Source: an optimization exercise on an open RTL-to-GDS flow (aim: small area). Production flows keep margins and buffers that such runs may drop.
Only simulation tests tie the RTL to the original design; equivalence was not proved.
No activity file was given, so power comes from the tool's default toggle rates.

--- run.sh ---
#!/bin/bash
# synth_recipe.tcl (not shown) runs the flow's synth.tcl, then flattens the netlist and writes it again
# the make line also repeats each setting of config.mk as NAME=value (left out here)
make -C /OpenROAD-flow-scripts/flow DESIGN_CONFIG=/design/flow/config.mk WORK_HOME=/design/flow/orfs CLKGATE_MAP_FILE= SYNTH_SCRIPT=/design/flow/synth_recipe.tcl finish
--- design.v ---
module k7ce (
    input  wire        clk,
    input  wire        rst,         
    input  wire        cmd_valid,
    output wire        cmd_ready,
    input  wire [15:0] cmd_word,
    output reg         out_valid,
    input  wire        out_ready,
    output reg  [7:0]  out_byte,
    output wire [1:0]  st,
    output wire [7:0]  err,
    output wire        fault
);
    localparam KEY_MAX = 256;
    localparam [1:0] S_IDLE  = 2'd0,
                     S_RUN   = 2'd1,
                     S_FAULT = 2'd2;
    localparam [7:0] E_KEYEMPTY = 8'h01,
                     E_KEYALPHA = 8'h02,
                     E_KEYOVF   = 8'h04,
                     E_SHIFT    = 8'h08,
                     E_SEED     = 8'h10,
                     E_TAP      = 8'h20,
                     E_PROTO    = 8'h40,
                     E_ILLEGAL  = 8'h80;
    reg [1:0] state;
    reg [7:0] err_r;
    reg       mode;         
    reg [7:0] shift;
    reg [7:0] seed;
    reg [7:0] taps;
    reg       tapbad;
    reg [8:0] klen;         
    reg       keyovf;
    reg       keybad;       
    reg [7:0] kidx;         
    reg [7:0] lfsr;
    reg [7:0] key_mem [0:KEY_MAX-1];
    assign st    = state;
    assign err   = err_r;
    assign fault = (state == S_FAULT);
    assign cmd_ready = ~out_valid;
    wire take = cmd_valid & cmd_ready;
    wire [7:0] op  = cmd_word[15:8];
    wire [7:0] arg = cmd_word[7:0];
    wire is_keypush  = (op == 8'h01);
    wire is_setshift = (op == 8'h02);
    wire is_setseed  = (op == 8'h03);
    wire is_tapadd   = (op == 8'h04);
    wire is_enc      = (cmd_word == 16'h0800);
    wire is_dec      = (cmd_word == 16'h0900);
    wire is_data     = (op == 8'h0A);
    wire is_end      = (cmd_word == 16'h0B00);
    wire is_rst      = (cmd_word == 16'h0F00);
    wire is_param = is_keypush | is_setshift | is_setseed | is_tapadd;
    wire is_start = is_enc | is_dec;
    wire legal    = is_param | is_start | is_data | is_end | is_rst;
    function is_alpha(input [7:0] c);
        is_alpha = (c >= 8'h41 && c <= 8'h5A) || (c >= 8'h61 && c <= 8'h7A);
    endfunction
    wire [7:0] vflags = ((klen == 9'd0)                   ? E_KEYEMPTY : 8'h00)
                      | (keybad                            ? E_KEYALPHA : 8'h00)
                      | (keyovf                            ? E_KEYOVF   : 8'h00)
                      | ((shift < 8'd1 || shift > 8'd25)   ? E_SHIFT    : 8'h00)
                      | ((seed == 8'd0)                    ? E_SEED     : 8'h00)
                      | (tapbad                            ? E_TAP      : 8'h00);
    wire [7:0] key_char = key_mem[kidx];
    wire [7:0] kv       = (key_char & 8'hDF) - 8'h41;
    reg [7:0] ks;
    reg [7:0] lfsr_next;
    reg [7:0] r;
    reg       fb;
    integer   n, p;
    always @(*) begin
        r  = lfsr;
        ks = 8'd0;
        for (n = 0; n < 8; n = n + 1) begin
            fb = 1'b0;
            for (p = 0; p < 8; p = p + 1)
                if (taps[p])
                    fb = fb ^ r[7 - p];
            ks = {ks[6:0], r[0]};
            r  = {fb, r[7:1]};
        end
        lfsr_next = r;
    end
    wire [7:0] fwd_t1 = arg + kv;
    wire [7:0] fwd_t2 = fwd_t1 + shift;
    wire [7:0] fwd_y  = fwd_t2 ^ ks;
    wire [7:0] rev_t1 = arg ^ ks;
    wire [7:0] rev_t2 = rev_t1 - shift;
    wire [7:0] rev_y  = rev_t2 - kv;
    wire [7:0] data_y = mode ? rev_y : fwd_y;
    wire [8:0] kidx_inc = {1'b0, kidx} + 9'd1;
    task clear_regs;
        begin
            state  <= S_IDLE;
            err_r  <= 8'h00;
            mode   <= 1'b0;
            shift  <= 8'h00;
            seed   <= 8'h00;
            taps   <= 8'h00;
            tapbad <= 1'b0;
            klen   <= 9'd0;
            keyovf <= 1'b0;
            keybad <= 1'b0;
            kidx   <= 8'd0;
            lfsr   <= 8'h00;
        end
    endtask
    task raise(input [7:0] flags);
        begin
            state <= S_FAULT;
            err_r <= flags;
        end
    endtask
    always @(posedge clk) begin
        if (rst) begin
            clear_regs;
            out_valid <= 1'b0;
            out_byte  <= 8'h00;
        end else begin
            if (out_valid && out_ready)
                out_valid <= 1'b0;
            if (take) begin
                if (is_rst) begin
                    clear_regs;
                end else if (state == S_FAULT) begin
                end else if (!legal) begin
                    raise(E_ILLEGAL);
                end else if (state == S_IDLE) begin
                    if (is_keypush) begin
                        if (klen < KEY_MAX) begin
                            klen <= klen + 9'd1;
                            if (!is_alpha(arg))
                                keybad <= 1'b1;
                        end else begin
                            keyovf <= 1'b1;
                        end
                    end else if (is_setshift) begin
                        shift <= arg;
                    end else if (is_setseed) begin
                        seed <= arg;
                    end else if (is_tapadd) begin
                        if (arg <= 8'd7)
                            taps <= taps | (8'd1 << arg[2:0]);
                        else
                            tapbad <= 1'b1;
                    end else if (is_start) begin
                        if (vflags != 8'h00) begin
                            raise(vflags);
                        end else begin
                            mode  <= cmd_word[8];
                            kidx  <= 8'd0;
                            lfsr  <= seed;
                            state <= S_RUN;
                        end
                    end else begin
                        raise(E_PROTO);
                    end
                end else begin
                    if (is_data) begin
                        out_valid <= 1'b1;
                        out_byte  <= data_y;
                        lfsr      <= lfsr_next;
                        kidx      <= (kidx_inc == klen) ? 8'd0 : kidx_inc[7:0];
                    end else if (is_end) begin
                        clear_regs;
                    end else begin
                        raise(E_PROTO);
                    end
                end
            end
        end
    end
    always @(posedge clk) begin
        if (!rst && take && is_keypush && state == S_IDLE && klen < KEY_MAX)
            key_mem[klen[7:0]] <= arg;
    end
endmodule
--- constraint.sdc ---
create_clock -name core_clock -period 8.0 [get_ports {clk}]
set_input_delay 1.6000 -clock core_clock [delete_from_list [all_inputs] [get_ports {clk}]]
set_output_delay 1.6000 -clock core_clock [all_outputs]
set_load 0.01 [all_outputs]
--- config.mk ---
export PLATFORM = sky130hd
export DESIGN_NAME = k7ce
export DESIGN_NICKNAME = k7ce
export VERILOG_FILES = /design/flow/design.v
export SDC_FILE = /design/flow/constraint.sdc
export NUM_CORES = 4
export LEC_CHECK = 0
export CAP_MARGIN = 20
export CORE_MARGIN = 2
export CORE_UTILIZATION = 40
export PLACE_DENSITY = 0.6
export SLEW_MARGIN = 20
==> results.txt <==
-- routing by layer --
layer,vias to the layer above,share of wire
met3,266,0.079
met4,2,0.023
li1,15700,-
met5,-,0.000069
met1,20200,0.42
met2,1594,0.48
-- Yosys cell counts (all sizes together), types with 3 or more instances --
cell type  instances
nor2             365
nor3              27
xnor2             56
nand3             30
xnor3              6
dfxtp             80
and4               3
clkbuf           152
inv               42
a211oi            14
or3                6
buf               82
ha                19
o221ai             8
a22o              39
nor4               6
or2                4
o22ai             10
a31oi             12
edfxtp          1792
nand4             10
a21oi             52
o211ai             5
nor3b              6
xor2              34
a21o               8
nand2            132
fa                15
and2              11
nor2b             22
mux2i             21
mux4             507
or4                6
nand2b            16
a22oi             70
a221oi            46
o21bai             4
o21ai             41
and3               6
-- kinds of logic (layout without fill, tap and decap cells) --
family                   after synthesis  in the layout  share of synthesized area
AO/OA/AOI/OAI                        327            327                     0.0313
XOR/XNOR                              97             97                     0.0128
adder cells (fa/ha/maj)               34             34                    0.00719
buffers and inverters                276            530                     0.0149
flip-flops                          1872           1872                      0.740
multiplexers                         530            530                      0.156
other                                  0              1                          0
AND/OR/NAND/NOR                      652            652                     0.0375
-- area by class of cell --
cell class              instances  share of cell area
flip-flops and latches       1872               0.656
multi-input cells            1640               0.218
clock buffers                 239              0.0589
well taps                    2480              0.0367
repair buffers                143              0.0165
clock inverters               106              0.0126
inverters                      42             0.00187
diodes                          1           0.0000296
-- metrics by stage --
stage	cell area, um^2	util	instances	total power (uW)	hold slack (ps)
finish	84500	0.455	6523	19700	474
CTS	84500	0.455	6522	19800	476
detailed placement	78500	0.423	6177	11200	459
floorplan	74800	-	3788	11000	450
global placement	78500	0.423	6177	11200	448
global route	84500	0.455	6522	20200	506
-- power groups by stage --
| stage | registers, uW | clock network [uW] | logic, uW |
|---|---|---|---|
| after global routing | 10700 | 9180 | 291 |
| final | 10700 | 8690 | 267 |
| after CTS | 10700 | 8800 | 269 |
| after detailed placement | 10900 | 0 | 270 |
| after global placement | 10900 | 0 | 261 |
| after floorplan | 10900 | 0 | 68.1 |
-- worst max-delay path, cell delays in order, from the launching register on --
cell	delay (ps)
dfxtp_4	640
buf_4	460
mux4_2	550
a22o_1	250
a221oi_1	360
o22ai_1	220
a221oi_1	520
buf_4	230
nor3_1	60
a211oi_2	610
ha_1	320
xnor2_1	210
fa_1	470
ha_1	330
a21o_1	190
a21oi_1	160
o21bai_1	110
a21o_1	190
a21oi_1	170
xor2_1	160
a21oi_1	100
xnor2_1	170
xnor2_1	130
mux2i_1	130
nor2_1	60
-- path summary, 6_finish.rpt --
path                   from           to  slack (ps)  depth (start not counted)
setup / recovery  flip-flop  out_byte[7]        1040                         24
hold / removal     err_r[0]     err_r[0]         470                          2
setup reg to reg  flip-flop  out_byte[7]        1040                         24
hold reg to reg    err_r[0]     err_r[0]         470                          2
==> results.txt <==
outcome no timing/DRC/antenna violations; Area Overhead vs Synth 13.0%; HPWL Detailed between 100,000 and 150,000 um; via count roughly 38k; cell area power density approximately 230 nW/um^2; Synth Instances 3,788; max-slew headroom at the worst pin 0.253; IO Pins approximately 40; WL per Instance ~29 um; all-layer global routing usage 0.197; max FFs per register approximately 1.8k; Sink Count roughly 1.9k; Yosys cell types between 60 and 70; TritonCTS clock tree done; post-synth top area share 0.719; Netlist Area Pre-Place 74,800 um^2; crit path DAT 7640 ps; Post-synth ARST share 0; Area contributors post-synth edfxtp_1 (72%), mux4_2 (15%), dfxtp_1 (2.1%); synth warn 1; global-route wire length before repair 274,000 um; Starting DRT DRC Count between 4k and 5k; layout cell share with drive strength beyond 1 0.227; postcts setup bufs 0; # rows around 160; Lkg Pwr 0.0254 uW; multi-input logic area around 18,000 um^2; Fmax achieved 0.144 GHz; share of total power in sequential cells 0.545; Pint roughly 16,000 uW; final setup TNS 0 ps; GPL Wtd Cong 0.827; chip width approximately 440 um; ys flop type edfxtp_1; grt total ovfl 0; max_cap viols 0; DRC viols 0; initial antenna violation count 6; total CTS buffers roughly 190; Sw Pwr 3950 uW; unrepaired setup endpoints after global routing false; # nets final between 3k and 4k; Crit Path Category reg -> reg; leading cell types in the layout, fill and taps excluded edfxtp_1 (1,792), mux4_2 (507), nor2_1 (363), clkbuf_16 (191), nand2_1 (129); required time worst endpoint about 8700 ps; CP Capture Type flip-flop; post-route clock skew 30.0 ps; FF/Latch Area about 55,000 um^2; Worst-Margin Slew roughly 1100 ps; CTS Hold Bufs 0; fin. max-slew vios 0; initial core utilization 0.403; Post-synth EDFFs approximately 1.8k; Total Wirelength ~190,000 um; GR peak layer met2; Max VDD drop around 0.22 mV; Clock Latency Late Sink between 800 and 900 ps; root buffer cell clkbuf_16; Synth area leader edfxtp_1; sw frac 0.201; vias in the first global route ~38k; largest net degree at the start of global routing 199; Die H 437 um; Net Count, Synth 3,842; final hold vios 0; Fill cells 15.4k; routing usage on met1 0.276; core area between 150,000 and 200,000 um^2; post-CTS sizing 0; Hold WC Path Type reg -> reg; IO Port Bufs 40; DIE AREA between 150,000 and 200,000 um^2; Via density a little under 6; CTS Buffer Depth 3; clk slew on worst S/H paths ~60 ps; Startpoint Class flip-flop; grt met2 use 0.313; final setup fails 0; Syn Area/Cell slightly below 20 um^2; Seq cells post-synth 1,872; post-route minimum period 6960 ps; CP Max Fanout 19; Seq/Total Area, Yosys 0.740; clock network power share 0.441; Comb pwr share 0.014; fin worst setup slack between 1000 and 1500 ps; met3 usage 0.0410; CTS H-tree lvls 4; post-route clock period utilization 0.870; ANT nets after route 0; 1st-pass router iterations 5; Placement Setup Slack 997 ps; commonest non-fill, non-tap cell in the layout edfxtp_1

## re-timing with driven ports
How much do the figures lean on ideal ports? The routed layout below was timed once more, with nothing changed but the port constraints. Step 1 sets driving cells, clkbuf_16 on the clock port and buf_2 on the other inputs (assumed; they add their load-dependent delay and slew). Step 2 adds t to the input delays and takes it off the output delays; t is the mean of the earliest and latest rising clock arrival at the registers after step 1. Input paths then give back, and output paths get back, about the clock's delay inside the block. Slacks: ideal / step 1 / step 2; pairs: ideal / step 1.
t, ns: 0.891
setup slack, ns: 1.042 / 1.042 / 1.042
hold WS [ns]: 0.474 / 0.474 / 0.474
worst setup path at the end: register to register
worst register clock-pin slew, ns: 0.07 / 0.07
After both steps setup and hold are still met in this run. The setup slack of this run moves by 0.000 ns with the drivers and by 0.000 ns with both steps.
